Source: an optimization exercise on an open RTL-to-GDS flow (aim: small area, a short achievable clock period and few clock cycles). Production flows keep margins and buffers that such runs may drop.
The RTL was checked by simulation tests, not by an equivalence proof against the original design.
Power and IR drop assume default switching activity.

// crc16_psa
module crc16_psa (
    input  wire        clk,
    input  wire        rst,
    input  wire        host_req,
    input  wire        host_we,
    input  wire [3:0]  host_idx,
    input  wire [15:0] host_wdata,
    output reg         host_ack,
    output reg  [15:0] host_rdata,
    output reg         bus_req,
    output reg  [1:0]  bus_cmd,
    output reg  [7:0]  bus_wdata,
    input  wire        bus_ack,
    input  wire        bus_err,
    input  wire [7:0]  bus_rdata
);
For scale: roughly 3200 cells after synthesis, ~690 flip-flops, roughly 62 I/O pins.
==> flow/config.mk <==
export PLATFORM = sky130hd
export DESIGN_NAME = crc16_psa
export DESIGN_NICKNAME = crc16_psa
export VERILOG_FILES = /design/flow/design.v
export SDC_FILE = /design/flow/constraint.sdc
export NUM_CORES = 4
export LEC_CHECK = 0
export ABC_AREA = 1
export CAP_MARGIN = 20
export CORE_MARGIN = 2
export CORE_UTILIZATION = 55
export SLEW_MARGIN = 20
==> flow/constraint.sdc <==
create_clock -name core_clock -period 10.0 [get_ports {clk}]
set_input_delay 2.0000 -clock core_clock [delete_from_list [all_inputs] [get_ports {clk}]]
set_output_delay 2.0000 -clock core_clock [all_outputs]
set_load 0.01 [all_outputs]
standard.sh (not shown) runs the stock make flow with config.mk's settings and CLKGATE_MAP_FILE= SYNTH_SCRIPT=/design/flow/synth_recipe.tcl, a recipe that flattens the netlist after the stock synthesis.
==> flow/flow/run.sh <==
#!/bin/bash
set -euo pipefail
bash standard.sh SETUP_SLACK_MARGIN=6.85 \
  "BUFFER_PORTS_ARGS=-buffer_cell sky130_fd_sc_hd__buf_2" \
  "CTS_ARGS=-sink_clustering_enable -repair_clock_nets -sink_clustering_size 50 -sink_clustering_max_diameter 55 -dont_use_dummy_load" \
  finish > flow_make.log 2>&1
Testbench counts at the start, summed over its fixed seeds: cycles 53,130.
Edit:
--- a/flow/config.mk
+++ b/flow/config.mk
@@ -9,4 +9,4 @@
 export CAP_MARGIN = 20
 export CORE_MARGIN = 2
-export CORE_UTILIZATION = 55
+export CORE_UTILIZATION = 40
 export SLEW_MARGIN = 20
Result: Total power is about the same; clock power barely changes; via count shrinks by about 2%; cell area grows by 1.2%; area after synthesis is unchanged; routed wire length shrinks by about 2%.

* * *

Setup of build 64:
crc16_psa, a different RTL version from the one above (not shown whole).
Size in the first run: roughly 700 flip-flops, roughly 62 I/O pins, roughly 30000 sq um of cells after synthesis.
==> flow/config.mk <==
export PLATFORM = sky130hd
export DESIGN_NAME = crc16_psa
export DESIGN_NICKNAME = crc16_psa
export VERILOG_FILES = /design/flow/design.v
export SDC_FILE = /design/flow/constraint.sdc
export NUM_CORES = 4
export LEC_CHECK = 0
export CAP_MARGIN = 60
export CORE_MARGIN = 2
export CORE_UTILIZATION = 40
export SETUP_SLACK_MARGIN = 5
export SLEW_MARGIN = 60
==> flow/constraint.sdc <==
create_clock -name core_clock -period 10.0 [get_ports {clk}]
set_input_delay 2.0000 -clock core_clock [delete_from_list [all_inputs] [get_ports {clk}]]
set_output_delay 2.0000 -clock core_clock [all_outputs]
set_load 0.01 [all_outputs]
run.sh (not shown) runs the stock make flow with config.mk's settings and CLKGATE_MAP_FILE= SYNTH_SCRIPT=/design/flow/synth_recipe.tcl, a recipe that flattens the netlist after the stock synthesis.
Stock flow here: none of the scripts above is used.
Testbench counts of build 64, summed over its fixed seeds: cycles 53,738.
--- input diff build 64..build 49 ---
- a deleted SETUP_SLACK_MARGIN that had been 5
- a change of SLEW_MARGIN from 60 to 20
- a change of CAP_MARGIN from 60 to 20
==> flow/flow/run.sh (new file) <==
#!/bin/bash
set -euo pipefail
bash standard.sh SETUP_SLACK_MARGIN=7 finish > flow_make.log 2>&1
==> flow/standard.sh (new file) <==
#!/bin/bash
# synth_recipe.tcl (not shown) runs the flow's synth.tcl, then flattens the netlist and writes it again
# the make line also repeats each setting of config.mk as NAME=value (left out here)
make -C /OpenROAD-flow-scripts/flow DESIGN_CONFIG=/design/flow/config.mk WORK_HOME=/design/flow/orfs CLKGATE_MAP_FILE= SYNTH_SCRIPT=/design/flow/synth_recipe.tcl "${@:-finish}"
removed: flow/run.sh
--- outcome ---
For build 64, the slowest cell on the critical path was sky130_fd_sc_hd__or3_1, unlike build 49, where it was sky130_fd_sc_hd__dfxtp_4. Die height: build 64 vs build 49 identical. Build 49 -> build 64: power consumption flat. Comparing build 49 with build 64, the clock share of power came out essentially unchanged. For combinational group share of total power, build 49 and build 64 come out practically identical. Total leakage power, build 64 and build 49, higher one = build 49.
For build 8, these inputs were changed with respect to build 49:
- setting SETUP_SLACK_MARGIN to 5 for the first time
- setting ABC_CLOCK_PERIOD_IN_PS to 2500 for the first time
==> flow/run.sh (new file) <==
#!/bin/bash
# synth_recipe.tcl (not shown) runs the flow's synth.tcl, then flattens the netlist and writes it again
# the make line also repeats each setting of config.mk as NAME=value (left out here)
make -C /OpenROAD-flow-scripts/flow DESIGN_CONFIG=/design/flow/config.mk WORK_HOME=/design/flow/orfs CLKGATE_MAP_FILE= SYNTH_SCRIPT=/design/flow/synth_recipe.tcl finish
removed: flow/flow/run.sh
removed: flow/standard.sh
Findings:
Diff build 49..build 8 | number of enable-type register cells in the synthesized netlist | unchanged. Of build 49 and build 8, the run reporting the higher clock buffer and inverter area fraction after layout was build 8. Taking build 49 as the reference, in build 8 estimated wirelength of the detail-placed design went down 1.5%, design area went down 1400 sq um, area added between synthesis and finish went down 4.6 points, total power went down about 0.5%. No run among build 49 and build 8 stopped early or left any final violation; all are clean. Non-filler instance count after layout came out lower on build 8 than on build 49. Routed wire length delta (build 8 − build 49): favourable. Between build 8 and build 49, it is build 8 whose combinational fraction of design power is lower, by 0.2 points. Setup slack: build 8 less than build 49.

* * *

crc16_psa, a different RTL version from the one above (not shown whole).
Size in the first run: ~3200 cells after synthesis, ~700 flip-flops, ~62 I/O pins.
==> flow/config.mk <==
export PLATFORM = sky130hd
export DESIGN_NAME = crc16_psa
export DESIGN_NICKNAME = crc16_psa
export VERILOG_FILES = /design/flow/design.v
export SDC_FILE = /design/flow/constraint.sdc
export NUM_CORES = 4
export LEC_CHECK = 0
export ABC_AREA = 1
export CAP_MARGIN = 20
export CORE_MARGIN = 2
export CORE_UTILIZATION = 40
export CTS_CLUSTER_DIAMETER = 55
export CTS_CLUSTER_SIZE = 50
export SLEW_MARGIN = 20
==> flow/constraint.sdc <==
create_clock -name core_clock -period 10.0 [get_ports {clk}]
set_input_delay 2.0000 -clock core_clock [delete_from_list [all_inputs] [get_ports {clk}]]
set_output_delay 2.0000 -clock core_clock [all_outputs]
set_load 0.01 [all_outputs]
standard.sh (not shown) runs the stock make flow with config.mk's settings and CLKGATE_MAP_FILE= SYNTH_SCRIPT=/design/flow/synth_recipe.tcl, a recipe that flattens the netlist after the stock synthesis.
==> flow/flow/run.sh <==
#!/bin/bash
set -euo pipefail
bash standard.sh SETUP_SLACK_MARGIN=7 finish > flow_make.log 2>&1
The starting point went through all stages and came out clean.
Testbench counts at the start, summed over its fixed seeds: cycles 53,130.
==> next run, changes <==
==> flow/flow/run.sh (replaced) <==
#!/bin/bash
set -euo pipefail
bash standard.sh SETUP_SLACK_MARGIN=6.85 finish > flow_make.log 2>&1
The new run produced a clean layout.
Die area stays the same.
Final area went down by 2.2%.
Utilization decreases by 1.0 points.
Clock power went down by 7.0%.
Hold slack degrades by 0.012 ns.
Global-route usage shrinks by 0.44 points.
Via count drops by 0.76%.
Power shrinks by about 3.4%.
Clock-buffer cell count falls by 3.
Combinational power came out lower by 7.4%.

* * *

Another version of the RTL of crc16_psa (not shown whole).
Size: about 2500 cells after synthesis, ~62 I/O pins, ~31000 µm² of cells after synthesis.
==> flow/config.mk <==
export PLATFORM = sky130hd
export DESIGN_NAME = crc16_psa
export DESIGN_NICKNAME = crc16_psa
export VERILOG_FILES = /design/flow/design.v
export SDC_FILE = /design/flow/constraint.sdc
export NUM_CORES = 4
export LEC_CHECK = 0
export CAP_MARGIN = 40
export CORE_MARGIN = 2
export CORE_UTILIZATION = 40
export SLEW_MARGIN = 40
==> flow/constraint.sdc <==
create_clock -name core_clock -period 10.0 [get_ports {clk}]
set_input_delay 2.0000 -clock core_clock [delete_from_list [all_inputs] [get_ports {clk}]]
set_output_delay 2.0000 -clock core_clock [all_outputs]
set_load 0.01 [all_outputs]
==> flow/flow/run.sh <==
#!/bin/bash
set -euo pipefail
bash standard.sh SETUP_SLACK_MARGIN=8 finish > flow_make.log 2>&1
Testbench counts at the start, summed over its fixed seeds: cycles 53,392.
==> next run, changes <==
==> flow/flow/run.sh (replaced) <==
#!/bin/bash
set -euo pipefail
bash standard.sh SETUP_SLACK_MARGIN=7 finish > flow_make.log 2>&1
Settings changed: CAP_MARGIN 40 to 20, SLEW_MARGIN 40 to 20.
Clock-buffer cell count went up by 2.
Wire length goes down by 12%.
Worst hold slack barely changes.
Critical path depth stays the same.
Cell area shrinks by 15%.

* * *

old:
Another version of the RTL of crc16_psa (not shown whole).
Size in the first run: about 700 flip-flops, about 62 I/O pins.
Settings: LEC_CHECK=0, CAP_MARGIN=20, CORE_MARGIN=2, CORE_UTILIZATION=40, CTS_CLUSTER_DIAMETER=60, CTS_CLUSTER_SIZE=50, SLEW_MARGIN=20; clock period 10.0 ns.
==> flow/flow/run.sh <==
#!/bin/bash
set -euo pipefail
bash standard.sh SETUP_SLACK_MARGIN=6.85 finish > flow_make.log 2>&1
Testbench counts of old, summed over its fixed seeds: cycles 53,130.
[inputs] new vs old
Settings: ABC_AREA newly set to 1.
[summary]
Cell area after placement (new vs. old) increases slightly
Re post-synthesis mux area share: old and new aren't equal, and the higher value belongs to old.
Compared with old, new shows setup slack higher by 0.071 ns.
Diff old -> new | synthesized area | up slightly
Combinational group share of total power: new vs old down 0.3 points

* * *

Setup of indigo:
RTL: one of the versions met above, not the one the previous note started from.
Size: ~3200 cells after synthesis, roughly 690 flip-flops, about 31000 um^2 of cells after synthesis.
clock: 10.0 ns
lec_check: 0
abc_area: 1
cap_margin: 20
core_margin: 2
core_utilization: 40
slew_margin: 20
==> flow/flow/run.sh <==
#!/bin/bash
set -euo pipefail
bash standard.sh SETUP_SLACK_MARGIN=6.85 \
  "CTS_ARGS=-sink_clustering_enable -repair_clock_nets -sink_clustering_size 50 -sink_clustering_max_diameter 55 -dont_use_dummy_load" \
  finish > flow_make.log 2>&1
Testbench counts of indigo, summed over its fixed seeds: cycles 53,130.
--- input diff indigo..nickel ---
# indigo
export LEC_CHECK = 0
export ABC_AREA = 1
export CAP_MARGIN = 20
export CORE_MARGIN = 2
export CORE_UTILIZATION = 40
export SLEW_MARGIN = 20
create_clock -name core_clock -period 10.0 [get_ports {clk}]
# nickel
export LEC_CHECK = 0
export ABC_AREA = 1
export CAP_MARGIN = 20
export CORE_MARGIN = 2
export CORE_UTILIZATION = 65
export SLEW_MARGIN = 20
create_clock -name core_clock -period 10.0 [get_ports {clk}]
--- a/flow/flow/run.sh
+++ b/flow/flow/run.sh
@@ -3,2 +3,3 @@
 bash standard.sh SETUP_SLACK_MARGIN=6.85 \
+  "BUFFER_PORTS_ARGS=-buffer_cell sky130_fd_sc_hd__buf_2" \
   "CTS_ARGS=-sink_clustering_enable -repair_clock_nets -sink_clustering_size 50 -sink_clustering_max_diameter 55 -dont_use_dummy_load" \
==> comparison <==
Taking indigo as the reference, in nickel worst max-slew margin expressed relative to the limit has decreased, share of total power consumed by net switching has decreased, total power has decreased, final cell count has decreased.
Of the two values seen for source of the critical timing path, host_wdata[1] was produced by indigo and host_wdata[15] by nickel.

* * *

== job 101 ==
crc16_psa, a different RTL version from the one above (not shown whole).
For scale: about 3100 cells after synthesis, about 680 flip-flops, about 62 I/O pins, ~0.030 sq mm of cells after synthesis.
Design crc16_psa, start of the top module:
module crc16_psa (
    input  wire        clk,
    input  wire        rst,
    input  wire        host_req,
    input  wire        host_we,
    input  wire [3:0]  host_idx,
    input  wire [15:0] host_wdata,
    output reg         host_ack,
    output reg  [15:0] host_rdata,
    output reg         bus_req,
    output reg  [1:0]  bus_cmd,
    output reg  [7:0]  bus_wdata,
    input  wire        bus_ack,
    input  wire        bus_err,
    input  wire [7:0]  bus_rdata
);
    localparam [7:0] DEV_W = 8'hA0, DEV_R = 8'hA1;
    localparam [1:0] B_START = 2'd0, B_WRITE = 2'd1, B_READ = 2'd2, B_STOP = 2'd3;
    localparam [2:0] Q_IDLE = 3'd0, Q_START_W = 3'd1, Q_ADDR_HI = 3'd2, Q_ADDR_LO = 3'd3,
                     Q_WDATA = 3'd4, Q_START_R = 3'd5, Q_RDATA = 3'd6, Q_STOP = 3'd7;
    function [15:0] crc_step(input [15:0] a, input [7:0] b);
        reg [7:0] x;
        begin
            x = a[15:8] ^ b;
            x = x ^ {4'b0000, x[7:4]};
            crc_step = {a[7:0], 8'h00} ^ {x[3:0], 12'h000} ^ {3'b000, x, 5'b00000} ^ {8'h00, x};
        end
    endfunction
    reg        rst_q;
    reg [15:0] acc, addr, len, ptr;
    reg [7:0]  buf_mem [0:63];
    reg        e_bus, e_ill, e_busy, e_range;
    reg        s_we;
    reg [3:0]  s_idx;
    reg        s_busy;
    reg        s_c1, s_c2, s_c3, s_c10, s_c11, s_c20, s_hz;
    reg [2:0]  q;
    reg        q_read;
    reg        busy;         
    reg [4:0]  settle_cnt;
    reg [6:0]  ra;           
    reg        w_en;
    reg [5:0]  w_addr;
    reg [7:0]  wb;
    reg [15:0] pref;
    reg [6:0]  plen;
    reg        eng;
    reg        eng_ph;       
    reg        app2, app3;   
    reg        store_ok, len_le64, len_le62;
    wire [7:0] rd_byte = buf_mem[ra[5:0]];
    wire       ptr_ok  = (ptr[15:6] == 10'd0);
    wire       zero    = (acc == 16'h0000);
    wire       stop_rd = bus_req && (q == Q_STOP) && q_read;
    wire       ack_ok  = host_req && !host_ack && !rst_q && !eng &&
                         !((app2 || app3) && (host_idx == 4'd7 || host_idx == 4'd1)) &&
                         !(w_en && host_idx == 4'd1);
    wire       len_le64_now = (len[15:7] == 9'd0) && (!len[6] || len[5:0] == 6'd0);
    wire       crcb_slow = host_we && (host_idx == 4'd1) && host_wdata[1] && !host_wdata[0] &&
  ...
==> flow/config.mk <==
export PLATFORM = sky130hd
export DESIGN_NAME = crc16_psa
export DESIGN_NICKNAME = crc16_psa
export VERILOG_FILES = /design/flow/design.v
export SDC_FILE = /design/flow/constraint.sdc
export NUM_CORES = 4
export LEC_CHECK = 0
export ABC_AREA = 1
export CAP_MARGIN = 20
export CORE_MARGIN = 2
export CORE_UTILIZATION = 65
export SLEW_MARGIN = 20
==> flow/constraint.sdc <==
create_clock -name core_clock -period 10.0 [get_ports {clk}]
set_input_delay 2.0000 -clock core_clock [delete_from_list [all_inputs] [get_ports {clk}]]
set_output_delay 2.0000 -clock core_clock [all_outputs]
set_load 0.01 [all_outputs]
==> flow/flow/run.sh <==
#!/bin/bash
set -euo pipefail
bash standard.sh SETUP_SLACK_MARGIN=6.85 \
  "BUFFER_PORTS_ARGS=-buffer_cell sky130_fd_sc_hd__buf_2" \
  "CTS_ARGS=-sink_clustering_enable -repair_clock_nets -sink_clustering_size 50 -sink_clustering_max_diameter 55 -dont_use_dummy_load" \
  finish > flow_make.log 2>&1
Job 101: no failed stages, no open violations at the end
Testbench counts of job 101, summed over its fixed seeds: cycles 53,130.
Input-level comparison between job 102 and job 101:
Settings: CORE_UTILIZATION changed from 65 to 40.
### Flow results
Delta (job 102 minus job 101): end-of-flow core utilization went down by 26 points, sequential share of layout area went down 0.92 points, die area went up 61%.
Summary: first-iteration DRC count, job 102 better than job 101
Delay of the slowest critical-path stage, job 102 and job 101: larger value in job 102
On non-clock buffer count: between job 102 and job 101, it ends up higher for job 102.
Delta (job 102 minus job 101): wire length moved up, portion of total power attributed to sequential cells moved down, length of routed wiring on met1 moved up.
Between job 101 and job 102, the flow reports cell area increasing slightly.
Compare job 102 and job 101 | cell total after placement lower: job 101

[static timing again, ports no longer ideal]
No port has a modelled driver above. Below, the same layouts with a new extraction and two added sets of constraints. Step 1 assumes that a clkbuf_16 drives the clock port and a buf_2 every other input. Step 2 times the ports against the registers' clock, not the clock port: input delays grow and output delays shrink by t, the midpoint of the rising clock arrivals with the driver on. Three values: no drivers, after step 1, after step 2; two values: the first two.
run	t, ns	setup slack, ns	clock arrival spread, ns	slew at the worst register clock pin (ns)	worst slew at a driven data input, ns
the first run of note 1	0.673	6.835 / 6.862 / 6.205	0.074 / 0.074	0.10 / 0.10	0.04
the second run of note 1	0.671	6.894 / 6.828 / 6.275	0.076 / 0.076	0.10 / 0.10	0.04
build 64	0.684	6.231 / 6.231 / 5.619	0.072 / 0.072	0.07 / 0.07	0.08
build 49	0.685	6.884 / 6.821 / 6.265	0.038 / 0.038	0.07 / 0.07	0.06
build 8	0.693	5.683 / 5.683 / 5.294	0.036 / 0.036	0.06 / 0.06	0.08
the first run of note 3	0.684	6.837 / 6.824 / 6.186	0.031 / 0.031	0.08 / 0.08	0.05
the second run of note 3	0.686	6.878 / 6.819 / 6.250	0.037 / 0.037	0.08 / 0.08	0.04
the first run of note 4	0.699	6.859 / 6.798 / 6.554	0.066 / 0.066	0.07 / 0.07	0.07
the second run of note 4	0.693	6.875 / 6.811 / 6.381	0.047 / 0.047	0.06 / 0.06	0.07
old	0.682	6.802 / 6.802 / 6.235	0.044 / 0.044	0.11 / 0.11	0.07
new	0.666	6.873 / 6.814 / 6.314	0.050 / 0.050	0.12 / 0.12	0.04
indigo	0.680	6.847 / 6.845 / 6.203	0.054 / 0.053	0.08 / 0.08	0.05
nickel	0.659	6.871 / 6.841 / 6.254	0.069 / 0.069	0.10 / 0.10	0.05
job 101	0.639	6.933 / 6.894 / 6.312	0.058 / 0.057	0.11 / 0.11	0.04
job 102	0.664	6.895 / 6.830 / 6.292	0.079 / 0.079	0.11 / 0.11	0.04
After both steps setup and hold are still met in every run listed. For the first run of note 3, which loses most, drivers alone change the setup slack by -0.013 ns; drivers and shift together by -0.651 ns.
